This is an optimization exercise on Yosys and OpenROAD, whose aim is small area, a short achievable clock period and few clock cycles per item, not a production implementation. Only simulation tests tie the RTL to the original design; equivalence was not proved.

==> flow/design.v (outline; a module is shown in full before it is edited, if it fits) <==
// module fix_rnd24: 28 lines
// module fix_to_f32: 23 lines
// module fp32_kround: 33 lines
// module kp_395: 664 lines
// module kp_581: 784 lines
// module kpm_1: 1079 lines
// module kpm_2: 1123 lines
// module kp_299: 192 lines
// module kp_587: 184 lines
// module kp_114: 232 lines
// module fp32_add: 60 lines
// module fp32_subh: 56 lines
// module csc_clip16: 22 lines
// module csc_u8_kprods: 16 lines
// module csc_fwd: 20 lines
// module fix_s36_to_f32: 9 lines
// module csc_inv_a: 16 lines
// module csc_inv: 38 lines
// module csc_top: 107 lines
module csc_top (
    input  wire        clk,
    input  wire        rst,
    input  wire        in_valid,
    output wire        in_ready,
    input  wire        in_mode,      
    input  wire [31:0] in_c0,
    input  wire [31:0] in_c1,
    input  wire [31:0] in_c2,
    input  wire [15:0] in_alpha,
    output reg         out_valid,
    input  wire        out_ready,
    output reg         out_mode,
    output reg  [31:0] out_c0,
    output reg  [31:0] out_c1,
    output reg  [31:0] out_c2,
    output reg  [15:0] out_alpha
);
  // ...
==> flow/run.sh <==
#!/bin/bash
# synth_recipe.tcl (not shown) runs the flow's synth.tcl, then flattens the netlist and writes it again
# the make line also repeats each setting of config.mk as NAME=value (left out here)
make -C /OpenROAD-flow-scripts/flow DESIGN_CONFIG=/design/flow/config.mk WORK_HOME=/design/flow/orfs CLKGATE_MAP_FILE= SYNTH_SCRIPT=/design/flow/synth_recipe.tcl finish
==> flow/config.mk <==
export PLATFORM = sky130hd
export DESIGN_NAME = csc_top
export DESIGN_NICKNAME = csc_top
export VERILOG_FILES = /design/flow/design.v
export SDC_FILE = /design/flow/constraint.sdc
export NUM_CORES = 4
export LEC_CHECK = 0
export ABC_AREA = 1
export CAP_MARGIN = 20
export CORE_MARGIN = 2
export CORE_UTILIZATION = 45
export PLACE_DENSITY = 0.6
export SLEW_MARGIN = 20
==> flow/constraint.sdc <==
create_clock -name core_clock -period 160.0 [get_ports {clk}]
set_input_delay 32.0000 -clock core_clock [delete_from_list [all_inputs] [get_ports {clk}]]
set_output_delay 32.0000 -clock core_clock [all_outputs]
set_load 0.01 [all_outputs]
==> flow_summary.toml, run 1 <==
[sta]
fin_skew_ns = 0.0378
tightest_slew_ns = 1.15
slew_headroom_pct = 22.8
rsz0062_at_grt = "no"
setup-violations-final = 0

[finish]
drive_gt1_share_pct = 4.52
largest_register_ffs = 35
final_cell_mix = "nand2_1 (5,902), inv_1 (3,508), nand3_1 (2,191)"
final_util_pct = 47.6
instances_no_fill = 26000
seqCellArea_sq_um = 13600
n_all_inverters = 3655
areaGrowthSynthToFinish_pct = 5.16

[setup_path]
endpoint_kind = "register"
r2r-start = "a_c1[2]$_DFFE_PN_"
startpoint = "a_c1[2]$_DFFE_PN_"

[synth]
synthAdderAreaFrac_pct = 19.9
synth_flop_cell = "edfxtp_1"
ys_warn_count = 6
synthSimpleGateAreaFrac_pct = 37.1
synth_area_leaders = "nand2_1 (16%), ha_1 (11%), inv_1 (9.8%), fa_1 (8.9%), edfxtp_1 (8.3%)"
ys_seq_elements = 492
ys_seq_area_share_pct = 10.1
synth_cell_types = 111
synth.area.mux_share_pct = 0.193

[clock_tree]
clockBufferDepth = 3
postCtsHoldBufs = 0
cts_root_buf = "clkbuf_16"
post_cts_buffers = 0

[routing]
dr_wl_met2_mm = 220
dr_wl_met3_mm = 33.2
topRoutingLayerUsed = "met5"
vias_per_cell = 5.53
routedWlPerCell_um = 19.1

[grt]
grt_pass1_vias = 134000

[place]
port_buffers = 231
dpl.hpwl_mm = 414

[min_path]
min_path_type = "reg -> reg"

[run_status]
status = "no timing/DRC/antenna violations"
Testbench counts, summed over its fixed seeds: cycles 16,408, items 16,384.
==> module kp_395, before the edit <==
module kp_395 (
    input  wire [23:0] x,
    output wire [47:0] p
);
    wire t1;
    wire t2;
    wire t3;
    wire t4;
    wire t5;
    wire t6;
    wire t7;
    wire t8;
    wire t9;
    wire t10;
    wire t11;
    wire t12;
    wire t13;
    wire t14;
    wire t15;
    wire t16;
    wire t17;
    wire t18;
    wire t19;
    wire t20;
    wire t21;
    wire t22;
    wire t23;
    wire t24;
    wire t25;
    wire t26;
    wire t27;
    wire t28;
    wire t29;
    wire t30;
    wire t31;
    wire t32;
    wire t33;
    wire t34;
    wire t35;
    wire t36;
    wire t37;
    wire t38;
    wire t39;
    wire t40;
    wire t41;
    wire t42;
    wire t43;
    wire t44;
    wire t45;
    wire t46;
    wire t47;
    wire t48;
    wire t49;
    wire t50;
    wire t51;
    wire t52;
    wire t53;
    wire t54;
    wire t55;
    wire t56;
    wire t57;
    wire t58;
    wire t59;
    wire t60;
    wire t61;
    wire t62;
    wire t63;
    wire t64;
    wire t65;
    wire t66;
    wire t67;
    wire t68;
    wire t69;
    wire t70;
    wire t71;
    wire t72;
    wire t73;
    wire t74;
    wire t75;
    wire t76;
    wire t77;
    wire t78;
    wire t79;
    wire t80;
    wire t81;
    wire t82;
    wire t83;
    wire t84;
    wire t85;
    wire t86;
    wire t87;
    wire t88;
    wire t89;
    wire t90;
    wire t91;
    wire t92;
    wire t93;
    wire t94;
    wire t95;
    wire t96;
    wire t97;
    wire t98;
    wire t99;
    wire t100;
    wire t101;
    wire t102;
    wire t103;
    wire t104;
    wire t105;
    wire t106;
    wire t107;
    wire t108;
    wire t109;
    wire t110;
    wire t111;
    wire t112;
    wire t113;
    wire t114;
    wire t115;
    wire t116;
    wire t117;
    wire t118;
    wire t119;
    wire t120;
    wire t121;
    wire t122;
    wire t123;
    wire t124;
    wire t125;
    wire t126;
    wire t127;
    wire t128;
    wire t129;
    wire t130;
    wire t131;
    wire t132;
    wire t133;
    wire t134;
    wire t135;
    wire t136;
    wire t137;
    wire t138;
    wire t139;
    wire t140;
    wire t141;
    wire t142;
    wire t143;
    wire t144;
    wire t145;
    wire t146;
    wire t147;
    wire t148;
    wire t149;
    wire t150;
    wire t151;
    wire t152;
    wire t153;
    wire t154;
    wire t155;
    wire t156;
    wire t157;
    wire t158;
    wire t159;
    wire t160;
    wire t161;
    wire t162;
    wire t163;
    wire t164;
    wire t165;
    wire t166;
    wire t167;
    wire t168;
    wire t169;
    wire t170;
    wire t171;
    wire t172;
    wire t173;
    wire t174;
    wire t175;
    wire t176;
    wire t177;
    wire t178;
    wire t179;
    wire t180;
    wire t181;
    wire t182;
    wire t183;
    wire t184;
    wire t185;
    wire t186;
    wire t187;
    wire t188;
    wire t189;
    wire t190;
    wire t191;
    wire t192;
    wire t193;
    wire t194;
    wire t195;
    wire t196;
    wire t197;
    wire t198;
    wire t199;
    wire t200;
    wire t201;
    wire t202;
    wire t203;
    wire t204;
    wire t205;
    wire t206;
    wire t207;
    wire t208;
    wire t209;
    wire t210;
    wire t211;
    wire t212;
    wire t213;
    wire t214;
    wire t215;
    wire t216;
    wire t217;
    wire t218;
    wire t219;
    wire t220;
    wire t221;
    wire t222;
    wire t223;
    wire t224;
    wire t225;
    wire t226;
    wire t227;
    wire t228;
    wire t229;
    wire t230;
    wire t231;
    wire t232;
    wire t233;
    wire t234;
    wire t235;
    wire t236;
    wire t237;
    wire t238;
    wire t239;
    wire t240;
    wire t241;
    wire t242;
    wire t243;
    wire t244;
    wire t245;
    wire t246;
    wire t247;
    wire t248;
    wire t249;
    wire t250;
    wire t251;
    wire t252;
    wire t253;
    wire t254;
    wire t255;
    wire t256;
    wire t257;
    wire t258;
    wire t259;
    wire t260;
    wire t261;
    wire t262;
    wire t263;
    wire t264;
    wire t265;
    wire t266;
    wire t267;
    wire t268;
    wire t269;
    wire t270;
    wire t271;
    wire t272;
    wire t273;
    wire t274;
    wire t275;
    wire t276;
    wire t277;
    wire t278;
    wire t279;
    wire t280;
    wire t281;
    wire t282;
    wire t283;
    wire t284;
    wire t285;
    wire t286;
    wire t287;
    wire t288;
    wire t289;
    wire t290;
    wire t291;
    wire t292;
    wire t293;
    wire t294;
    wire t295;
    wire t296;
    wire t297;
    wire t298;
    wire t299;
    wire t300;
    wire t301;
    wire t302;
    wire t303;
    wire t304;
    wire t305;
    wire t306;
    wire t307;
    wire t308;
    wire t309;
    wire t310;
    wire t311;
    wire t312;
    wire t313;
    wire t314;
    wire t315;
    wire t316;
    wire t317;
    wire t318;
    wire t319;
    wire t320;
    wire t321;
    wire t322;
    wire t323;
    wire t324;
    wire t325;
    wire t326;
    wire t327;
    wire t328;
    assign t1 = x[19] ^ ~x[15];
    assign t2 = x[19] & ~x[15];
    assign t3 = x[20] ^ ~x[16] ^ ~x[13];
    assign t4 = (x[20] & ~x[16]) | (x[20] & ~x[13]) | (~x[16] & ~x[13]);
    assign t5 = x[21] ^ ~x[17] ^ ~x[14];
    assign t6 = (x[21] & ~x[17]) | (x[21] & ~x[14]) | (~x[17] & ~x[14]);
    assign t7 = x[22] ^ ~x[18] ^ ~x[15];
    assign t8 = (x[22] & ~x[18]) | (x[22] & ~x[15]) | (~x[18] & ~x[15]);
    assign t9 = ~x[13] ^ x[8] ^ x[5];
    assign t10 = (~x[13] & x[8]) | (~x[13] & x[5]) | (x[8] & x[5]);
    assign t11 = x[23] ^ ~x[19] ^ ~x[16];
    assign t12 = (x[23] & ~x[19]) | (x[23] & ~x[16]) | (~x[19] & ~x[16]);
    assign t13 = ~x[14] ^ x[9] ^ x[6];
    assign t14 = (~x[14] & x[9]) | (~x[14] & x[6]) | (x[9] & x[6]);
    assign t15 = ~x[20] ^ ~x[17] ^ ~x[15];
    assign t16 = (~x[20] & ~x[17]) | (~x[20] & ~x[15]) | (~x[17] & ~x[15]);
    assign t17 = x[10] ^ x[7] ^ x[5];
    assign t18 = (x[10] & x[7]) | (x[10] & x[5]) | (x[7] & x[5]);
    assign t19 = ~x[21] ^ ~x[18] ^ ~x[16];
    assign t20 = (~x[21] & ~x[18]) | (~x[21] & ~x[16]) | (~x[18] & ~x[16]);
    assign t21 = x[11] ^ x[8] ^ x[6];
    assign t22 = (x[11] & x[8]) | (x[11] & x[6]) | (x[8] & x[6]);
    assign t23 = ~x[22] ^ ~x[19] ^ ~x[17];
    assign t24 = (~x[22] & ~x[19]) | (~x[22] & ~x[17]) | (~x[19] & ~x[17]);
    assign t25 = x[12] ^ x[9] ^ x[7];
    assign t26 = (x[12] & x[9]) | (x[12] & x[7]) | (x[9] & x[7]);
    assign t27 = ~x[23] ^ ~x[20] ^ ~x[18];
    assign t28 = (~x[23] & ~x[20]) | (~x[23] & ~x[18]) | (~x[20] & ~x[18]);
    assign t29 = x[13] ^ x[10] ^ x[8];
    assign t30 = (x[13] & x[10]) | (x[13] & x[8]) | (x[10] & x[8]);
    assign t31 = ~x[21] ^ ~x[19] ^ x[14];
    assign t32 = (~x[21] & ~x[19]) | (~x[21] & x[14]) | (~x[19] & x[14]);
    assign t33 = x[11] ^ x[9] ^ ~x[6];
    assign t34 = (x[11] & x[9]) | (x[11] & ~x[6]) | (x[9] & ~x[6]);
    assign t35 = ~x[22] ^ ~x[20] ^ x[15];
    assign t36 = (~x[22] & ~x[20]) | (~x[22] & x[15]) | (~x[20] & x[15]);
    assign t37 = x[12] ^ x[10] ^ ~x[7];
    assign t38 = (x[12] & x[10]) | (x[12] & ~x[7]) | (x[10] & ~x[7]);
    assign t39 = ~x[23] ^ ~x[21] ^ x[16];
    assign t40 = (~x[23] & ~x[21]) | (~x[23] & x[16]) | (~x[21] & x[16]);
    assign t41 = x[13] ^ x[11] ^ ~x[8];
    assign t42 = (x[13] & x[11]) | (x[13] & ~x[8]) | (x[11] & ~x[8]);
    assign t43 = ~x[22] ^ x[17] ^ x[14];
    assign t44 = (~x[22] & x[17]) | (~x[22] & x[14]) | (x[17] & x[14]);
    assign t45 = ~x[23] ^ x[18] ^ x[15];
    assign t46 = (~x[23] & x[18]) | (~x[23] & x[15]) | (x[18] & x[15]);
    assign t47 = x[9] ^ ~x[5];
    assign t48 = x[9] & ~x[5];
    assign t49 = x[10] ^ ~x[6];
    assign t50 = x[10] & ~x[6];
    assign t51 = x[11] ^ ~x[7];
    assign t52 = x[11] & ~x[7];
    assign t53 = x[12] ^ ~x[8];
    assign t54 = x[12] & ~x[8];
    assign t55 = x[13] ^ ~x[9];
    assign t56 = x[13] & ~x[9];
    assign t57 = x[14] ^ ~x[10] ^ ~x[7];
    assign t58 = (x[14] & ~x[10]) | (x[14] & ~x[7]) | (~x[10] & ~x[7]);
    assign t59 = x[15] ^ ~x[11] ^ ~x[8];
    assign t60 = (x[15] & ~x[11]) | (x[15] & ~x[8]) | (~x[11] & ~x[8]);
    assign t61 = x[16] ^ ~x[12] ^ ~x[9];
    assign t62 = (x[16] & ~x[12]) | (x[16] & ~x[9]) | (~x[12] & ~x[9]);
    assign t63 = x[17] ^ ~x[13] ^ ~x[10];
    assign t64 = (x[17] & ~x[13]) | (x[17] & ~x[10]) | (~x[13] & ~x[10]);
    assign t65 = ~x[8] ^ x[3];
    assign t66 = ~x[8] & x[3];
    assign t67 = x[18] ^ ~x[14] ^ ~x[11];
    assign t68 = (x[18] & ~x[14]) | (x[18] & ~x[11]) | (~x[14] & ~x[11]);
    assign t69 = ~x[9] ^ x[4] ^ x[1];
    assign t70 = (~x[9] & x[4]) | (~x[9] & x[1]) | (x[4] & x[1]);
    assign t71 = ~x[12] ^ ~x[10] ^ x[5];
    assign t72 = (~x[12] & ~x[10]) | (~x[12] & x[5]) | (~x[10] & x[5]);
    assign t73 = x[2] ^ x[0] ^ t1;
    assign t74 = (x[2] & x[0]) | (x[2] & t1) | (x[0] & t1);
    assign t75 = ~x[11] ^ x[6] ^ x[3];
    assign t76 = (~x[11] & x[6]) | (~x[11] & x[3]) | (x[6] & x[3]);
    assign t77 = x[1] ^ t2 ^ t3;
    assign t78 = (x[1] & t2) | (x[1] & t3) | (t2 & t3);
    assign t79 = ~x[12] ^ x[7] ^ x[4];
    assign t80 = (~x[12] & x[7]) | (~x[12] & x[4]) | (x[7] & x[4]);
    assign t81 = x[2] ^ t4 ^ t5;
    assign t82 = (x[2] & t4) | (x[2] & t5) | (t4 & t5);
    assign t83 = x[3] ^ ~x[0] ^ 1'b1;
    assign t84 = (x[3] & ~x[0]) | (x[3] & 1'b1) | (~x[0] & 1'b1);
    assign t85 = t6 ^ t7 ^ t9;
    assign t86 = (t6 & t7) | (t6 & t9) | (t7 & t9);
    assign t87 = x[4] ^ ~x[1] ^ t8;
    assign t88 = (x[4] & ~x[1]) | (x[4] & t8) | (~x[1] & t8);
    assign t89 = t10 ^ t11 ^ t13;
    assign t90 = (t10 & t11) | (t10 & t13) | (t11 & t13);
    assign t91 = ~x[2] ^ x[0] ^ t12;
    assign t92 = (~x[2] & x[0]) | (~x[2] & t12) | (x[0] & t12);
    assign t93 = t14 ^ t15 ^ t17;
    assign t94 = (t14 & t15) | (t14 & t17) | (t15 & t17);
    assign t95 = ~x[3] ^ x[1] ^ t16;
    assign t96 = (~x[3] & x[1]) | (~x[3] & t16) | (x[1] & t16);
    assign t97 = t18 ^ t19 ^ t21;
    assign t98 = (t18 & t19) | (t18 & t21) | (t19 & t21);
    assign t99 = ~x[4] ^ x[2] ^ t20;
    assign t100 = (~x[4] & x[2]) | (~x[4] & t20) | (x[2] & t20);
    assign t101 = t22 ^ t23 ^ t25;
    assign t102 = (t22 & t23) | (t22 & t25) | (t23 & t25);
    assign t103 = ~x[5] ^ x[3] ^ t24;
    assign t104 = (~x[5] & x[3]) | (~x[5] & t24) | (x[3] & t24);
    assign t105 = t26 ^ t27 ^ t29;
    assign t106 = (t26 & t27) | (t26 & t29) | (t27 & t29);
    assign t107 = x[4] ^ 1'b1 ^ t28;
    assign t108 = (x[4] & 1'b1) | (x[4] & t28) | (1'b1 & t28);
    assign t109 = t30 ^ t31 ^ t33;
    assign t110 = (t30 & t31) | (t30 & t33) | (t31 & t33);
    assign t111 = x[5] ^ 1'b1 ^ t32;
    assign t112 = (x[5] & 1'b1) | (x[5] & t32) | (1'b1 & t32);
    assign t113 = t34 ^ t35 ^ t37;
    assign t114 = (t34 & t35) | (t34 & t37) | (t35 & t37);
    assign t115 = x[6] ^ 1'b1 ^ t36;
    assign t116 = (x[6] & 1'b1) | (x[6] & t36) | (1'b1 & t36);
    assign t117 = t38 ^ t39 ^ t41;
    assign t118 = (t38 & t39) | (t38 & t41) | (t39 & t41);
    assign t119 = x[12] ^ ~x[9] ^ x[7];
    assign t120 = (x[12] & ~x[9]) | (x[12] & x[7]) | (~x[9] & x[7]);
    assign t121 = t40 ^ t42 ^ t43;
    assign t122 = (t40 & t42) | (t40 & t43) | (t42 & t43);
    assign t123 = x[13] ^ ~x[10] ^ x[8];
    assign t124 = (x[13] & ~x[10]) | (x[13] & x[8]) | (~x[10] & x[8]);
    assign t125 = 1'b1 ^ t44 ^ t45;
    assign t126 = (1'b1 & t44) | (1'b1 & t45) | (t44 & t45);
    assign t127 = x[19] ^ x[16] ^ x[14];
    assign t128 = (x[19] & x[16]) | (x[19] & x[14]) | (x[16] & x[14]);
    assign t129 = ~x[11] ^ x[9] ^ t46;
    assign t130 = (~x[11] & x[9]) | (~x[11] & t46) | (x[9] & t46);
    assign t131 = x[20] ^ x[17] ^ x[15];
    assign t132 = (x[20] & x[17]) | (x[20] & x[15]) | (x[17] & x[15]);
    assign t133 = ~x[12] ^ x[10] ^ 1'b1;
    assign t134 = (~x[12] & x[10]) | (~x[12] & 1'b1) | (x[10] & 1'b1);
    assign t135 = x[21] ^ x[18] ^ x[16];
    assign t136 = (x[21] & x[18]) | (x[21] & x[16]) | (x[18] & x[16]);
    assign t137 = ~x[13] ^ x[11] ^ 1'b1;
    assign t138 = (~x[13] & x[11]) | (~x[13] & 1'b1) | (x[11] & 1'b1);
    assign t139 = x[22] ^ x[19] ^ x[17];
    assign t140 = (x[22] & x[19]) | (x[22] & x[17]) | (x[19] & x[17]);
    assign t141 = ~x[14] ^ x[12] ^ 1'b1;
    assign t142 = (~x[14] & x[12]) | (~x[14] & 1'b1) | (x[12] & 1'b1);
    assign t143 = x[23] ^ x[20] ^ x[18];
    assign t144 = (x[23] & x[20]) | (x[23] & x[18]) | (x[20] & x[18]);
    assign t145 = ~x[15] ^ x[13] ^ 1'b1;
    assign t146 = (~x[15] & x[13]) | (~x[15] & 1'b1) | (x[13] & 1'b1);
    assign t147 = x[21] ^ x[19] ^ ~x[16];
    assign t148 = (x[21] & x[19]) | (x[21] & ~x[16]) | (x[19] & ~x[16]);
    assign t149 = x[14] ^ 1'b1;
    assign t150 = x[14] & 1'b1;
    assign t151 = x[22] ^ x[20] ^ ~x[17];
    assign t152 = (x[22] & x[20]) | (x[22] & ~x[17]) | (x[20] & ~x[17]);
    assign t153 = x[15] ^ 1'b1;
    assign t154 = x[15] & 1'b1;
    assign t155 = x[23] ^ x[21] ^ ~x[18];
    assign t156 = (x[23] & x[21]) | (x[23] & ~x[18]) | (x[21] & ~x[18]);
    assign t157 = x[16] ^ 1'b1;
    assign t158 = x[16] & 1'b1;
    assign t159 = x[22] ^ ~x[19] ^ x[17];
    assign t160 = (x[22] & ~x[19]) | (x[22] & x[17]) | (~x[19] & x[17]);
    assign t161 = x[23] ^ ~x[20];
    assign t162 = x[23] & ~x[20];
    assign t163 = x[7] ^ ~x[3];
    assign t164 = x[7] & ~x[3];
    assign t165 = x[8] ^ ~x[4];
    assign t166 = x[8] & ~x[4];
    assign t167 = ~x[2] ^ ~x[0] ^ 1'b1;
    assign t168 = (~x[2] & ~x[0]) | (~x[2] & 1'b1) | (~x[0] & 1'b1);
    assign t169 = ~x[3] ^ ~x[1] ^ t48;
    assign t170 = (~x[3] & ~x[1]) | (~x[3] & t48) | (~x[1] & t48);
    assign t171 = ~x[4] ^ ~x[2] ^ t50;
    assign t172 = (~x[4] & ~x[2]) | (~x[4] & t50) | (~x[2] & t50);
    assign t173 = ~x[5] ^ ~x[3] ^ t52;
    assign t174 = (~x[5] & ~x[3]) | (~x[5] & t52) | (~x[3] & t52);
    assign t175 = ~x[6] ^ ~x[4] ^ t54;
    assign t176 = (~x[6] & ~x[4]) | (~x[6] & t54) | (~x[4] & t54);
    assign t177 = ~x[5] ^ x[0] ^ t56;
    assign t178 = (~x[5] & x[0]) | (~x[5] & t56) | (x[0] & t56);
    assign t179 = ~x[6] ^ x[1] ^ t58;
    assign t180 = (~x[6] & x[1]) | (~x[6] & t58) | (x[1] & t58);
    assign t181 = ~x[7] ^ x[2] ^ t60;
    assign t182 = (~x[7] & x[2]) | (~x[7] & t60) | (x[2] & t60);
    assign t183 = x[0] ^ t62 ^ t63;
    assign t184 = (x[0] & t62) | (x[0] & t63) | (t62 & t63);
    assign t185 = t64 ^ t66 ^ t67;
    assign t186 = (t64 & t66) | (t64 & t67) | (t66 & t67);
    assign t187 = t68 ^ t70 ^ t71;
    assign t188 = (t68 & t70) | (t68 & t71) | (t70 & t71);
    assign t189 = t72 ^ t75 ^ t74;
    assign t190 = (t72 & t75) | (t72 & t74) | (t75 & t74);
    assign t191 = t76 ^ t79 ^ t78;
    assign t192 = (t76 & t79) | (t76 & t78) | (t79 & t78);
    assign t193 = t80 ^ t83 ^ t82;
    assign t194 = (t80 & t83) | (t80 & t82) | (t83 & t82);
    assign t195 = t84 ^ t86 ^ t87;
    assign t196 = (t84 & t86) | (t84 & t87) | (t86 & t87);
    assign t197 = t88 ^ t90 ^ t91;
    assign t198 = (t88 & t90) | (t88 & t91) | (t90 & t91);
    assign t199 = t92 ^ t94 ^ t95;
    assign t200 = (t92 & t94) | (t92 & t95) | (t94 & t95);
    assign t201 = t96 ^ t98 ^ t99;
    assign t202 = (t96 & t98) | (t96 & t99) | (t98 & t99);
    assign t203 = t100 ^ t102 ^ t103;
    assign t204 = (t100 & t102) | (t100 & t103) | (t102 & t103);
    assign t205 = t104 ^ t106 ^ t107;
    assign t206 = (t104 & t106) | (t104 & t107) | (t106 & t107);
    assign t207 = t108 ^ t110 ^ t111;
    assign t208 = (t108 & t110) | (t108 & t111) | (t110 & t111);
    assign t209 = t112 ^ t114 ^ t115;
    assign t210 = (t112 & t114) | (t112 & t115) | (t114 & t115);
    assign t211 = t119 ^ t116 ^ t118;
    assign t212 = (t119 & t116) | (t119 & t118) | (t116 & t118);
    assign t213 = t120 ^ t123 ^ t122;
    assign t214 = (t120 & t123) | (t120 & t122) | (t123 & t122);
    assign t215 = t124 ^ t127 ^ t126;
    assign t216 = (t124 & t127) | (t124 & t126) | (t127 & t126);
    assign t217 = t128 ^ t131 ^ t133;
    assign t218 = (t128 & t131) | (t128 & t133) | (t131 & t133);
    assign t219 = t132 ^ t134 ^ t135;
    assign t220 = (t132 & t134) | (t132 & t135) | (t134 & t135);
    assign t221 = t136 ^ t138 ^ t139;
    assign t222 = (t136 & t138) | (t136 & t139) | (t138 & t139);
    assign t223 = t140 ^ t142 ^ t143;
    assign t224 = (t140 & t142) | (t140 & t143) | (t142 & t143);
    assign t225 = t144 ^ t146 ^ t147;
    assign t226 = (t144 & t146) | (t144 & t147) | (t146 & t147);
    assign t227 = t148 ^ t150 ^ t151;
    assign t228 = (t148 & t150) | (t148 & t151) | (t150 & t151);
    assign t229 = t152 ^ t154 ^ t155;
    assign t230 = (t152 & t154) | (t152 & t155) | (t154 & t155);
    assign t231 = 1'b1 ^ t156 ^ t158;
    assign t232 = (1'b1 & t156) | (1'b1 & t158) | (t156 & t158);
    assign t233 = x[18] ^ 1'b1 ^ t160;
    assign t234 = (x[18] & 1'b1) | (x[18] & t160) | (1'b1 & t160);
    assign t235 = ~x[21] ^ x[19] ^ 1'b1;
    assign t236 = (~x[21] & x[19]) | (~x[21] & 1'b1) | (x[19] & 1'b1);
    assign t237 = ~x[22] ^ x[20];
    assign t238 = ~x[22] & x[20];
    assign t239 = ~x[23] ^ x[21];
    assign t240 = ~x[23] & x[21];
    assign t241 = x[4] ^ ~x[0];
    assign t242 = x[4] & ~x[0];
    assign t243 = x[5] ^ ~x[1];
    assign t244 = x[5] & ~x[1];
    assign t245 = x[6] ^ ~x[2];
    assign t246 = x[6] & ~x[2];
    assign t247 = ~x[0] ^ 1'b1 ^ t163;
    assign t248 = (~x[0] & 1'b1) | (~x[0] & t163) | (1'b1 & t163);
    assign t249 = ~x[1] ^ t164 ^ t165;
    assign t250 = (~x[1] & t164) | (~x[1] & t165) | (t164 & t165);
    assign t251 = t166 ^ t167 ^ t47;
    assign t252 = (t166 & t167) | (t166 & t47) | (t167 & t47);
    assign t253 = t168 ^ t49 ^ t169;
    assign t254 = (t168 & t49) | (t168 & t169) | (t49 & t169);
    assign t255 = t51 ^ t170 ^ t171;
    assign t256 = (t51 & t170) | (t51 & t171) | (t170 & t171);
    assign t257 = t53 ^ t172 ^ t173;
    assign t258 = (t53 & t172) | (t53 & t173) | (t172 & t173);
    assign t259 = t55 ^ t174 ^ t175;
    assign t260 = (t55 & t174) | (t55 & t175) | (t174 & t175);
    assign t261 = t57 ^ t176 ^ t177;
    assign t262 = (t57 & t176) | (t57 & t177) | (t176 & t177);
    assign t263 = t59 ^ t178 ^ t179;
    assign t264 = (t59 & t178) | (t59 & t179) | (t178 & t179);
    assign t265 = t61 ^ t180 ^ t181;
    assign t266 = (t61 & t180) | (t61 & t181) | (t180 & t181);
    assign t267 = t65 ^ t182 ^ t183;
    assign t268 = (t65 & t182) | (t65 & t183) | (t182 & t183);
    assign t269 = t69 ^ t184 ^ t185;
    assign t270 = (t69 & t184) | (t69 & t185) | (t184 & t185);
    assign t271 = t186 ^ t187 ^ t73;
    assign t272 = (t186 & t187) | (t186 & t73) | (t187 & t73);
    assign t273 = t188 ^ t77 ^ t189;
    assign t274 = (t188 & t77) | (t188 & t189) | (t77 & t189);
    assign t275 = t81 ^ t190 ^ t191;
    assign t276 = (t81 & t190) | (t81 & t191) | (t190 & t191);
    assign t277 = t85 ^ t192 ^ t193;
    assign t278 = (t85 & t192) | (t85 & t193) | (t192 & t193);
    assign t279 = t89 ^ t194 ^ t195;
    assign t280 = (t89 & t194) | (t89 & t195) | (t194 & t195);
    assign t281 = t93 ^ t196 ^ t197;
    assign t282 = (t93 & t196) | (t93 & t197) | (t196 & t197);
    assign t283 = t97 ^ t198 ^ t199;
    assign t284 = (t97 & t198) | (t97 & t199) | (t198 & t199);
    assign t285 = t101 ^ t200 ^ t201;
    assign t286 = (t101 & t200) | (t101 & t201) | (t200 & t201);
    assign t287 = t105 ^ t202 ^ t203;
    assign t288 = (t105 & t202) | (t105 & t203) | (t202 & t203);
    assign t289 = t109 ^ t204 ^ t205;
    assign t290 = (t109 & t204) | (t109 & t205) | (t204 & t205);
    assign t291 = t113 ^ t206 ^ t207;
    assign t292 = (t113 & t206) | (t113 & t207) | (t206 & t207);
    assign t293 = t117 ^ t208 ^ t209;
    assign t294 = (t117 & t208) | (t117 & t209) | (t208 & t209);
    assign t295 = t121 ^ t210 ^ t211;
    assign t296 = (t121 & t210) | (t121 & t211) | (t210 & t211);
    assign t297 = t125 ^ t212 ^ t213;
    assign t298 = (t125 & t212) | (t125 & t213) | (t212 & t213);
    assign t299 = t129 ^ t214 ^ t215;
    assign t300 = (t129 & t214) | (t129 & t215) | (t214 & t215);
    assign t301 = t217 ^ t130 ^ t216;
    assign t302 = (t217 & t130) | (t217 & t216) | (t130 & t216);
    assign t303 = t137 ^ t218 ^ t219;
    assign t304 = (t137 & t218) | (t137 & t219) | (t218 & t219);
    assign t305 = t141 ^ t220 ^ t221;
    assign t306 = (t141 & t220) | (t141 & t221) | (t220 & t221);
    assign t307 = t145 ^ t222 ^ t223;
    assign t308 = (t145 & t222) | (t145 & t223) | (t222 & t223);
    assign t309 = t149 ^ t224 ^ t225;
    assign t310 = (t149 & t224) | (t149 & t225) | (t224 & t225);
    assign t311 = t153 ^ t226 ^ t227;
    assign t312 = (t153 & t226) | (t153 & t227) | (t226 & t227);
    assign t313 = t157 ^ t228 ^ t229;
    assign t314 = (t157 & t228) | (t157 & t229) | (t228 & t229);
    assign t315 = t159 ^ t230 ^ t231;
    assign t316 = (t159 & t230) | (t159 & t231) | (t230 & t231);
    assign t317 = t161 ^ t232 ^ t233;
    assign t318 = (t161 & t232) | (t161 & t233) | (t232 & t233);
    assign t319 = t235 ^ t162 ^ t234;
    assign t320 = (t235 & t162) | (t235 & t234) | (t162 & t234);
    assign t321 = 1'b1 ^ t236 ^ t237;
    assign t322 = (1'b1 & t236) | (1'b1 & t237) | (t236 & t237);
    assign t323 = 1'b1 ^ t238 ^ t239;
    assign t324 = (1'b1 & t238) | (1'b1 & t239) | (t238 & t239);
    assign t325 = x[22] ^ t240;
    assign t326 = x[22] & t240;
    assign t327 = x[23] ^ 1'b1;
    assign t328 = x[23] & 1'b1;
    wire [47:0] r0 = {t326, t324, t322, t320, t318, t316, t314, t312, t310, t308, t306, t304, t302, t300, t298, t296, t294, t292, t290, t288, t286, t284, t282, t280, t278, t276, t274, t272, t270, t268, t266, t264, t262, t260, t258, t256, t254, t252, t250, t248, t246, t244, t242, t241, x[3], x[2], x[1], x[0]};
    wire [47:0] r1 = {t327, t325, t323, t321, t319, t317, t315, t313, t311, t309, t307, t305, t303, t301, t299, t297, t295, t293, t291, t289, t287, t285, t283, t281, t279, t277, t275, t273, t271, t269, t267, t265, t263, t261, t259, t257, t255, t253, t251, t249, t247, t245, t243, 1'b1, 1'b0, 1'b0, 1'b0, 1'b0};
    assign p = r0 + r1;
endmodule
==> module csc_inv, before the edit <==
module csc_inv (
    input  wire        mode,
    input  wire [35:0] s1,
    input  wire [31:0] s2,
    input  wire [31:0] s3,
    input  wire [31:0] s4,
    output wire [31:0] o0,
    output wire [31:0] o1,
    output wire [31:0] o2
);
    localparam [31:0] HALF = 32'h3F000000;
    wire [30:0] yf;
    fix_to_f32 #(.N(35), .ROUND(0)) u_fy (.x(s1[34:0]), .f(yf));
    wire [31:0] x2 = s2;
    wire [31:0] x3 = s3;
    wire [47:0] p1, p2, p4;
    kpm_1  u_p1 (.sel(mode), .x({1'b1, x3[22:0]}), .p(p1));       
    kpm_2  u_p2 (.sel(mode), .x({1'b1, x2[22:0]}), .p(p2));       
    kp_581 u_p4 (.x({1'b1, s3[22:0]}), .p(p4));
    wire [31:0] m1, m2, m4;
    fp32_kround u_m1 (.ek(mode ? 8'd127 : 8'd126), .tzk(mode ? 2'd0 : 2'd1),
                      .x(x3), .p(p1), .y(m1));
    fp32_kround u_m2 (.ek(mode ? 8'd128 : 8'd125), .tzk(mode ? 2'd1 : 2'd0),
                      .x(x2), .p(p2), .y(m2));
    fp32_kround u_m4 (.ek(8'd126), .tzk(2'd1), .x(s3[31:0]), .p(p4), .y(m4));
    wire [31:0] base = mode ? s1[31:0] : HALF;
    wire [31:0] a1, a2, a4;
    fp32_add u_a1 (.a(base), .b(m1), .y(a1));                        
    fp32_add u_a2 (.a(base), .b(m2), .y(a2));                        
    fp32_add u_a4 (.a(s4), .b({~m4[31], m4[30:0]}), .y(a4));         
    wire [15:0] cr, cg, cb;
    csc_clip16 u_cr (.v(a1), .q(cr));
    csc_clip16 u_cg (.v(a4), .q(cg));
    csc_clip16 u_cb (.v(a2), .q(cb));
    assign o0 = mode ? {16'b0, cr} : {1'b0, yf};
    assign o1 = mode ? {16'b0, cg} : a2;
    assign o2 = mode ? {16'b0, cb} : a1;
endmodule
==> module csc_top, before the edit <==
module csc_top (
    input  wire        clk,
    input  wire        rst,
    input  wire        in_valid,
    output wire        in_ready,
    input  wire        in_mode,      
    input  wire [31:0] in_c0,
    input  wire [31:0] in_c1,
    input  wire [31:0] in_c2,
    input  wire [15:0] in_alpha,
    output reg         out_valid,
    input  wire        out_ready,
    output reg         out_mode,
    output reg  [31:0] out_c0,
    output reg  [31:0] out_c1,
    output reg  [31:0] out_c2,
    output reg  [15:0] out_alpha
);
    reg        s_v;                  
    reg        rdy;                  
    assign in_ready = rdy;
    wire go     = !s_v;
    wire accept = in_valid && rdy;
    wire ofree  = !out_valid || out_ready;
    reg        a_v, a_mode;
    reg [31:0] a_c0, a_c1, a_c2;
    reg [15:0] a_al;
    always @(posedge clk) begin
        if (rst) begin
            a_v <= 1'b0;
        end else if (go) begin
            a_v <= accept;
        end
        if (go) begin
            a_mode <= in_mode;
            a_c0   <= in_c0;
            a_c1   <= in_c1;
            a_c2   <= in_c2;
            a_al   <= in_alpha;
        end
    end
    wire [34:0] fy;
    wire [35:0] fby, fry;
    csc_fwd u_fwd (.r(a_c0[7:0]), .g(a_c1[7:0]), .b(a_c2[7:0]),
                   .yq(fy), .bq(fby), .rq(fry));
    wire [31:0] fbf, frf;
    fix_s36_to_f32 u_fb (.q(fby), .f(fbf));
    fix_s36_to_f32 u_fr (.q(fry), .f(frf));
    wire [31:0] tu, tv, gt;
    csc_inv_a u_inva (.y(a_c0), .u(a_c1), .v(a_c2), .tu(tu), .tv(tv), .gt(gt));
    reg        b_v, b_mode;
    reg [35:0] b_s1;
    reg [31:0] b_s2, b_s3;
    reg [31:0] b_s4;
    reg [15:0] b_al;
    always @(posedge clk) begin
        if (rst) begin
            b_v <= 1'b0;
        end else if (go) begin
            b_v <= a_v;
        end
        if (go) begin
            b_mode <= a_mode;
            b_al   <= a_al;
            b_s1   <= a_mode ? {4'b0, a_c0} : {1'b0, fy};
            b_s2   <= a_mode ? tu : fbf;
            b_s3   <= a_mode ? tv : frf;
            b_s4   <= gt;
        end
    end
    wire [31:0] o0, o1, o2;
    csc_inv u_inv (.mode(b_mode), .s1(b_s1), .s2(b_s2), .s3(b_s3),
                   .s4(b_s4), .o0(o0), .o1(o1), .o2(o2));
    reg        s_mode;
    reg [31:0] s_c0, s_c1, s_c2;
    reg [15:0] s_al;
    always @(posedge clk) begin
        if (rst) begin
            s_v <= 1'b0;
            rdy <= 1'b1;
        end else begin
            s_v <= s_v ? !ofree : (b_v && !ofree);
            rdy <= s_v ? ofree : !(b_v && !ofree);
        end
        if (go) begin
            s_mode <= b_mode;
            s_al   <= b_al;
            s_c0   <= o0;
            s_c1   <= o1;
            s_c2   <= o2;
        end
    end
    always @(posedge clk) begin
        if (rst) begin
            out_valid <= 1'b0;
        end else if (ofree) begin
            out_valid <= s_v || (b_v && go);
        end
        if (ofree) begin
            out_mode  <= s_v ? s_mode : b_mode;
            out_alpha <= s_v ? s_al   : b_al;
            out_c0    <= s_v ? s_c0   : o0;
            out_c1    <= s_v ? s_c1   : o1;
            out_c2    <= s_v ? s_c2   : o2;
        end
    end
endmodule
==> run 2: changes to the inputs <==
--- a/flow/design.v
+++ b/flow/design.v
@@ -44,16 +44,31 @@
     wire [23:0]  mant = n[N-1:N-24];
     wire         g    = n[N-25];
     wire         st   = |n[N-26:0];
     wire         rup  = (ROUND != 0) & g & (st | mant[0]);
     wire [7:0]   e    = (N - 1 + 100) - lz;
     wire [30:0]  v    = {e, mant[22:0]} + {30'b0, rup};
     assign f = (x == 0) ? 31'd0 : v;
 endmodule
+module fix_y_to_f32 (
+    input  wire [34:0] x,
+    output wire [31:0] f
+);
+    reg [3:0] lz;
+    integer i;
+    always @(*) begin
+        lz = 4'd11;
+        for (i = 23; i < 35; i = i + 1)
+            if (x[i]) lz = 34 - i;
+    end
+    wire [34:0] n = x << lz;
+    wire [7:0]  e = 8'd134 - {4'b0, lz};
+    assign f = (x[34:23] == 0) ? 32'd0 : {1'b0, e, n[33:11]};
+endmodule
 module fp32_kround (
     input  wire [7:0]  ek,           
     input  wire [1:0]  tzk,          
     input  wire [31:0] x,
     input  wire [47:0] p,
     output wire [31:0] y
 );
     wire        x_nan  = (x[30:23] == 8'hFF) && (x[22:0] != 0);
@@ -739,17 +754,24 @@
     assign t323 = 1'b1 ^ t238 ^ t239;
     assign t324 = (1'b1 & t238) | (1'b1 & t239) | (t238 & t239);
     assign t325 = x[22] ^ t240;
     assign t326 = x[22] & t240;
     assign t327 = x[23] ^ 1'b1;
     assign t328 = x[23] & 1'b1;
     wire [47:0] r0 = {t326, t324, t322, t320, t318, t316, t314, t312, t310, t308, t306, t304, t302, t300, t298, t296, t294, t292, t290, t288, t286, t284, t282, t280, t278, t276, t274, t272, t270, t268, t266, t264, t262, t260, t258, t256, t254, t252, t250, t248, t246, t244, t242, t241, x[3], x[2], x[1], x[0]};
     wire [47:0] r1 = {t327, t325, t323, t321, t319, t317, t315, t313, t311, t309, t307, t305, t303, t301, t299, t297, t295, t293, t291, t289, t287, t285, t283, t281, t279, t277, t275, t273, t271, t269, t267, t265, t263, t261, t259, t257, t255, t253, t251, t249, t247, t245, t243, 1'b1, 1'b0, 1'b0, 1'b0, 1'b0};
-    assign p = r0 + r1;
+    wire [22:0] c;
+    assign c[0] = 1'b0;
+    genvar gi;
+    generate for (gi = 0; gi < 22; gi = gi + 1) begin : g_rc
+        assign c[gi+1] = (r0[gi] & r1[gi]) | (r0[gi] & c[gi]) | (r1[gi] & c[gi]);
+    end endgenerate
+    assign p[21:0] = {22{1'b0}};
+    assign p[47:22] = r0[47:22] + r1[47:22] + c[22];
 endmodule
 module kp_581 (
     input  wire [23:0] x,
     output wire [47:0] p
 );
     wire t1;
     wire t2;
     wire t3;
@@ -1523,17 +1545,24 @@
     assign t383 = x[21] ^ 1'b1 ^ t304;
     assign t384 = (x[21] & 1'b1) | (x[21] & t304) | (1'b1 & t304);
     assign t385 = x[22] ^ 1'b1;
     assign t386 = x[22] & 1'b1;
     assign t387 = x[23] ^ 1'b1;
     assign t388 = x[23] & 1'b1;
     wire [47:0] r0 = {t388, t386, t384, t382, t380, t378, t376, t374, t372, t370, t368, t366, t364, t362, t360, t358, t356, t354, t352, t350, t348, t346, t344, t342, t340, t338, t336, t334, t332, t330, t328, t326, t324, t322, t320, t318, t316, t314, t312, t310, t308, t306, t305, x[3], x[2], x[1], x[0], 1'b0};
     wire [47:0] r1 = {1'b1, t387, t385, t383, t381, t379, t377, t375, t373, t371, t369, t367, t365, t363, t361, t359, t357, t355, t353, t351, t349, t347, t345, t343, t341, t339, t337, t335, t333, t331, t329, t327, t325, t323, t321, t319, t317, t315, t313, t311, t309, t307, t227, x[1], x[0], 1'b0, 1'b0, 1'b0};
-    assign p = r0 + r1;
+    wire [22:0] c;
+    assign c[0] = 1'b0;
+    genvar gi;
+    generate for (gi = 0; gi < 22; gi = gi + 1) begin : g_rc
+        assign c[gi+1] = (r0[gi] & r1[gi]) | (r0[gi] & c[gi]) | (r1[gi] & c[gi]);
+    end endgenerate
+    assign p[21:0] = {22{1'b0}};
+    assign p[47:22] = r0[47:22] + r1[47:22] + c[22];
 endmodule
 module kpm_1 (
     input  wire sel,
     input  wire [23:0] x,
     output wire [47:0] p
 );
     wire t1;
     wire t2;
@@ -2602,17 +2631,24 @@
     assign t530 = t450 ^ t373 ^ t449;
     assign t531 = (t450 & t373) | (t450 & t449) | (t373 & t449);
     assign t532 = 1'b1 ^ t451 ^ t452;
     assign t533 = (1'b1 & t451) | (1'b1 & t452) | (t451 & t452);
     assign t534 = t183 ^ 1'b1 ^ t453;
     assign t535 = (t183 & 1'b1) | (t183 & t453) | (1'b1 & t453);
     wire [47:0] r0 = {t533, t531, t529, t527, t525, t523, t521, t519, t517, t515, t513, t511, t509, t507, t505, t503, t501, t499, t497, t495, t493, t491, t489, t487, t485, t483, t481, t479, t477, t475, t473, t471, t469, t467, t465, t463, t461, t459, t457, t455, t454, t7, t6, t5, t4, t3, t2, t1};
     wire [47:0] r1 = {t534, t532, t530, t528, t526, t524, t522, t520, t518, t516, t514, t512, t510, t508, t506, t504, t502, t500, t498, t496, t494, t492, t490, t488, t486, t484, t482, t480, t478, t476, t474, t472, t470, t468, t466, t464, t462, t460, t458, t456, t374, t30, t29, t28, t27, t26, 1'b0, 1'b0};
-    assign p = r0 + r1;
+    wire [22:0] c;
+    assign c[0] = 1'b0;
+    genvar gi;
+    generate for (gi = 0; gi < 22; gi = gi + 1) begin : g_rc
+        assign c[gi+1] = (r0[gi] & r1[gi]) | (r0[gi] & c[gi]) | (r1[gi] & c[gi]);
+    end endgenerate
+    assign p[21:0] = {22{1'b0}};
+    assign p[47:22] = r0[47:22] + r1[47:22] + c[22];
 endmodule
 module kpm_2 (
     input  wire sel,
     input  wire [23:0] x,
     output wire [47:0] p
 );
     wire t1;
     wire t2;
@@ -3725,17 +3761,24 @@
     assign t552 = 1'b1 ^ t461 ^ t462;
     assign t553 = (1'b1 & t461) | (1'b1 & t462) | (t461 & t462);
     assign t554 = 1'b1 ^ t463 ^ t464;
     assign t555 = (1'b1 & t463) | (1'b1 & t464) | (t463 & t464);
     assign t556 = t209 ^ 1'b1 ^ t465;
     assign t557 = (t209 & 1'b1) | (t209 & t465) | (1'b1 & t465);
     wire [47:0] r0 = {t555, t553, t551, t549, t547, t545, t543, t541, t539, t537, t535, t533, t531, t529, t527, t525, t523, t521, t519, t517, t515, t513, t511, t509, t507, t505, t503, t501, t499, t497, t495, t493, t491, t489, t487, t485, t483, t481, t479, t477, t475, t473, t471, t469, t467, t466, t2, t1};
     wire [47:0] r1 = {t556, t554, t552, t550, t548, t546, t544, t542, t540, t538, t536, t534, t532, t530, t528, t526, t524, t522, t520, t518, t516, t514, t512, t510, t508, t506, t504, t502, t500, t498, t496, t494, t492, t490, t488, t486, t484, t482, t480, t478, t476, t474, t472, t470, t468, ~sel, 1'b0, 1'b0};
-    assign p = r0 + r1;
+    wire [22:0] c;
+    assign c[0] = 1'b0;
+    genvar gi;
+    generate for (gi = 0; gi < 22; gi = gi + 1) begin : g_rc
+        assign c[gi+1] = (r0[gi] & r1[gi]) | (r0[gi] & c[gi]) | (r1[gi] & c[gi]);
+    end endgenerate
+    assign p[21:0] = {22{1'b0}};
+    assign p[47:22] = r0[47:22] + r1[47:22] + c[22];
 endmodule
 module kp_299 (
     input  wire [7:0] x,
     output wire [31:0] p
 );
     wire t1;
     wire t2;
     wire t3;
@@ -4536,49 +4579,47 @@
     wire [47:0] p3;
     kp_395 u_p3 (.x({1'b1, tu[22:0]}), .p(p3));
     wire [31:0] m3;
     fp32_kround u_m3 (.ek(8'd125), .tzk(2'd0), .x(tu), .p(p3), .y(m3));
     fp32_add u_gt (.a(y), .b({~m3[31], m3[30:0]}), .y(gt));
 endmodule
 module csc_inv (
     input  wire        mode,
-    input  wire [35:0] s1,
+    input  wire [31:0] s1,
     input  wire [31:0] s2,
     input  wire [31:0] s3,
     input  wire [31:0] s4,
     output wire [31:0] o0,
     output wire [31:0] o1,
     output wire [31:0] o2
 );
     localparam [31:0] HALF = 32'h3F000000;
-    wire [30:0] yf;
-    fix_to_f32 #(.N(35), .ROUND(0)) u_fy (.x(s1[34:0]), .f(yf));
     wire [31:0] x2 = s2;
     wire [31:0] x3 = s3;
     wire [47:0] p1, p2, p4;
     kpm_1  u_p1 (.sel(mode), .x({1'b1, x3[22:0]}), .p(p1));       
     kpm_2  u_p2 (.sel(mode), .x({1'b1, x2[22:0]}), .p(p2));       
     kp_581 u_p4 (.x({1'b1, s3[22:0]}), .p(p4));
     wire [31:0] m1, m2, m4;
     fp32_kround u_m1 (.ek(mode ? 8'd127 : 8'd126), .tzk(mode ? 2'd0 : 2'd1),
                       .x(x3), .p(p1), .y(m1));
     fp32_kround u_m2 (.ek(mode ? 8'd128 : 8'd125), .tzk(mode ? 2'd1 : 2'd0),
                       .x(x2), .p(p2), .y(m2));
     fp32_kround u_m4 (.ek(8'd126), .tzk(2'd1), .x(s3[31:0]), .p(p4), .y(m4));
-    wire [31:0] base = mode ? s1[31:0] : HALF;
+    wire [31:0] base = mode ? s1 : HALF;
     wire [31:0] a1, a2, a4;
     fp32_add u_a1 (.a(base), .b(m1), .y(a1));                        
     fp32_add u_a2 (.a(base), .b(m2), .y(a2));                        
     fp32_add u_a4 (.a(s4), .b({~m4[31], m4[30:0]}), .y(a4));         
     wire [15:0] cr, cg, cb;
     csc_clip16 u_cr (.v(a1), .q(cr));
     csc_clip16 u_cg (.v(a4), .q(cg));
     csc_clip16 u_cb (.v(a2), .q(cb));
-    assign o0 = mode ? {16'b0, cr} : {1'b0, yf};
+    assign o0 = mode ? {16'b0, cr} : s1;
     assign o1 = mode ? {16'b0, cg} : a2;
     assign o2 = mode ? {16'b0, cb} : a1;
 endmodule
 module csc_top (
     input  wire        clk,
     input  wire        rst,
     input  wire        in_valid,
     output wire        in_ready,
@@ -4617,36 +4658,36 @@
             a_c2   <= in_c2;
             a_al   <= in_alpha;
         end
     end
     wire [34:0] fy;
     wire [35:0] fby, fry;
     csc_fwd u_fwd (.r(a_c0[7:0]), .g(a_c1[7:0]), .b(a_c2[7:0]),
                    .yq(fy), .bq(fby), .rq(fry));
-    wire [31:0] fbf, frf;
+    wire [31:0] fyf, fbf, frf;
+    fix_y_to_f32 u_fy (.x(fy), .f(fyf));
     fix_s36_to_f32 u_fb (.q(fby), .f(fbf));
     fix_s36_to_f32 u_fr (.q(fry), .f(frf));
     wire [31:0] tu, tv, gt;
     csc_inv_a u_inva (.y(a_c0), .u(a_c1), .v(a_c2), .tu(tu), .tv(tv), .gt(gt));
     reg        b_v, b_mode;
-    reg [35:0] b_s1;
-    reg [31:0] b_s2, b_s3;
+    reg [31:0] b_s1, b_s2, b_s3;
     reg [31:0] b_s4;
     reg [15:0] b_al;
     always @(posedge clk) begin
         if (rst) begin
             b_v <= 1'b0;
         end else if (go) begin
             b_v <= a_v;
         end
         if (go) begin
             b_mode <= a_mode;
             b_al   <= a_al;
-            b_s1   <= a_mode ? {4'b0, a_c0} : {1'b0, fy};
+            b_s1   <= a_mode ? a_c0 : fyf;
             b_s2   <= a_mode ? tu : fbf;
             b_s3   <= a_mode ? tv : frf;
             b_s4   <= gt;
         end
     end
     wire [31:0] o0, o1, o2;
     csc_inv u_inv (.mode(b_mode), .s1(b_s1), .s2(b_s2), .s3(b_s3),
                    .s4(b_s4), .o0(o0), .o1(o1), .o2(o2));
==> flow_summary.toml, run 2 <==
[run_status]
status = "no timing/DRC/antenna violations"

[setup_path]
crit_path_frequent_cell = "inv_1"
cp_slowest_stage_delay_ns = 0.74
endpoint_kind = "register"
critical_path.slowest_cell = "edfxtp_1"
worstPathRequired_ns = 160.51
cp-start-kind = "register"
path_max_fanout = 64
r2r_cells = 254
crit_type = "reg -> reg"
arrival_ns = 38.41

[routing]
drtIter0Drc = 13200
first_pass_iters = 7
vias_per_cell = 5.53
routedWlPerCell_um = 19.5
dr_total_vias = 139000
ant_nets = 0
drt_wl_total_mm = 490
drc_errors = 0

[place]
port_buffers = 231
dpl.hpwl_mm = 407
routabilityCongestion = 1.05

[clock_tree]
clk_pin_slew_ns = 0.07
cts.htree.levels = 2
cts_root_buf = "clkbuf_16"
cts_tree = "done"
cts-resized-gates = 0
postCtsHoldBufs = 0
clock_sinks = 489
post_cts_buffers = 0
clockBufferDepth = 3
cts-buffers-inserted = 61
insertion_delay_ns = 0.85

[floorplan]
die_h_um = 541
core_area_sq_um = 287000
initial_utilization_pct = 45.1
pin_count = 232
fp.dieW_um = 541
rows = 197
die-area_sq_um = 293000

[sta]
slew_headroom_pct = 20.7
slew_violations = 0
rsz0062_at_grt = "no"
finalCriticalPeriod_ns = 37.89
tightest_slew_ns = 1.19
fin_skew_ns = 0.0934
min_period_over_period_pct = 23.7
setup-violations-final = 0
finalHoldViolations = 0
timing.fmax_ghz = 0.0264
final.setup.tns_ns = 0

[grt]
grt_pass1_wl_mm = 756
grt_pass1_vias = 130000
grt_max_degree = 121
antenna_found_initial = 18
grt_usage_pct = 32.5
overflow = 0

[synth]
syn_avg_cell_area_sq_um = 6.08
synth_edf_count = 371
synth_compound_area_share_pct = 14.4
async_flop_share_pct = 0
synth_cell_types = 115
synthSimpleGateAreaFrac_pct = 35.7
yosys-top-cells-count = "nand2_1 (5,605), inv_1 (3,394), nand3_1 (2,195), nor2_1 (1,875), o21ai_0 (1,418)"
synthAdderAreaFrac_pct = 20.3
syn_inst = 21300
ys_warn_count = 6
synthXorXnorAreaFrac_pct = 6.19
ys_seq_elements = 489
synth_top_area_share_pct = 16.2
synth.area.mux_share_pct = 0.202
ys_seq_area_share_pct = 10.4
syn_area_sq_um = 130000
synth_flop_cell = "edfxtp_1"
yosysMostFrequentCell = "nand2_1"
synth_area_leaders = "nand2_1 (16%), ha_1 (11%), inv_1 (9.8%), fa_1 (9.4%), edfxtp_1 (8.6%)"
yosysTopAreaCell = "nand2_1"
synth_top_family_by_area = "simple AND/OR/NAND/NOR gates"

[finish]
drive_gt1_share_pct = 4.01
areaGrowthSynthToFinish_pct = 5.86
final_common_cell = "nand2_1"
nets = 23000
final_cell_mix = "nand2_1 (5,602), inv_1 (3,390), nand3_1 (2,194)"
fillCellCount = 31200

[min_path]
min_path_cells = 0
min_path_type = "reg -> reg"

[job]
max_cap_violations = 0
-- run 2: changes by cell type in the layout (fill, tap and decap cells not counted), sizes merged, moves of 44 or more --
cell	change
a21oi	-69
ha	-73
inv	-120
nand2	-391
nand3	-53
nor2	-138
o21ai	-57
or2	-44
-- run 2: worst paths after layout --
path              slack [ns]          startpoint            endpoint
setup / recovery      122.11   a_c1[2]$_DFFE_PN_  b_s2[28]$_DFFE_PN_
hold / removal          0.40  a_al[12]$_DFFE_PN_  b_al[12]$_DFFE_PN_
setup reg to reg      122.11   a_c1[2]$_DFFE_PN_  b_s2[28]$_DFFE_PN_
hold reg to reg         0.40  a_al[12]$_DFFE_PN_  b_al[12]$_DFFE_PN_
-- run 2: metal layers --
layer,track usage [%],wire [um]
met4,15.6,26900
met3,3.76,30500
met1,42.6,212000
met2,53.1,220000
met5,0,82
-- run 2: logic make-up (layout without fill, tap and decap cells) --
family,after synthesis,count (layout)
compound gates,3230,3230
xor+xnor,900,900
fa+ha+maj,1744,1744
buf+inv,4143,4073
flops,489,489
mux,26,26
other cells,2,18
simple gates,10800,10800
-- run 2: final cells by class --
class / instances / area, sq um / share of cell area, %
multi-input cells: 16700 / 99800 / 72.7
flip-flops and latches: 489 / 13500 / 9.84
inverters: 3536 / 13300 / 9.69
well taps: 3781 / 4730 / 3.45
repair buffers: 421 / 3750 / 2.73
clock buffers: 66 / 1550 / 1.13
clock inverters: 50 / 649 / 0.473
diodes: 9 / 22.5 / 0.0164
-- run 2: per-stage QoR --
| stage | worst slack (ns) | cell area [sq um] | hold slack (ns) | util (%) | std cells |
|---|---|---|---|---|---|
| after global placement | 122.64 | 135000 | 0.401 | 47.0 | 24900 |
| after CTS | 122.31 | 137000 | 0.397 | 47.8 | 25100 |
| after detailed placement | 122.42 | 135000 | 0.405 | 47.0 | 24900 |
| after floorplan | 125.30 | 130000 | 0.400 | - | 21300 |
| final | 122.11 | 137000 | 0.395 | 47.8 | 25100 |
| after global routing | 117.06 | 137000 | 0.427 | 47.8 | 25100 |
-- run 2: critical path, delay by kind of cell, from the launching register on --
kind	cells	cell delay, ns
DFF	1	0.74
adders and majority gates	11	3.81
buffers and inverters	53	5.11
xor gates and xnor gates	2	0.49
AOI/OAI and AO/OA	76	12.34
and+or+nand+nor	112	15.02
Testbench counts of run 2, summed over its fixed seeds: cycles 16,408, items 16,384.

==> afterwards: timing with drivers on the ports <==
The flow's constraints put no driver on any port. The routed layouts listed below were extracted and timed again, unchanged, in two steps. Step 1 assumes that a clkbuf_16 drives the clock port and a buf_2 every other input. Step 2 also shifts input and output timing later by t, the mid clock arrival at the registers, as if the neighbouring blocks saw the same clock. Three values: no drivers, after step 1, after step 2; two values: the first two.
run | t (ns) | slack for setup (ns) | latest minus earliest clock arrival (ns) | worst register clock-pin slew, ns
run 1 | 0.845 | 123.361 / 123.361 / 123.361 | 0.037 / 0.038 | 0.09 / 0.09
run 2 | 0.914 | 122.105 / 122.105 / 122.105 | 0.101 / 0.101 | 0.09 / 0.09
After both steps setup and hold are still met in every run listed.
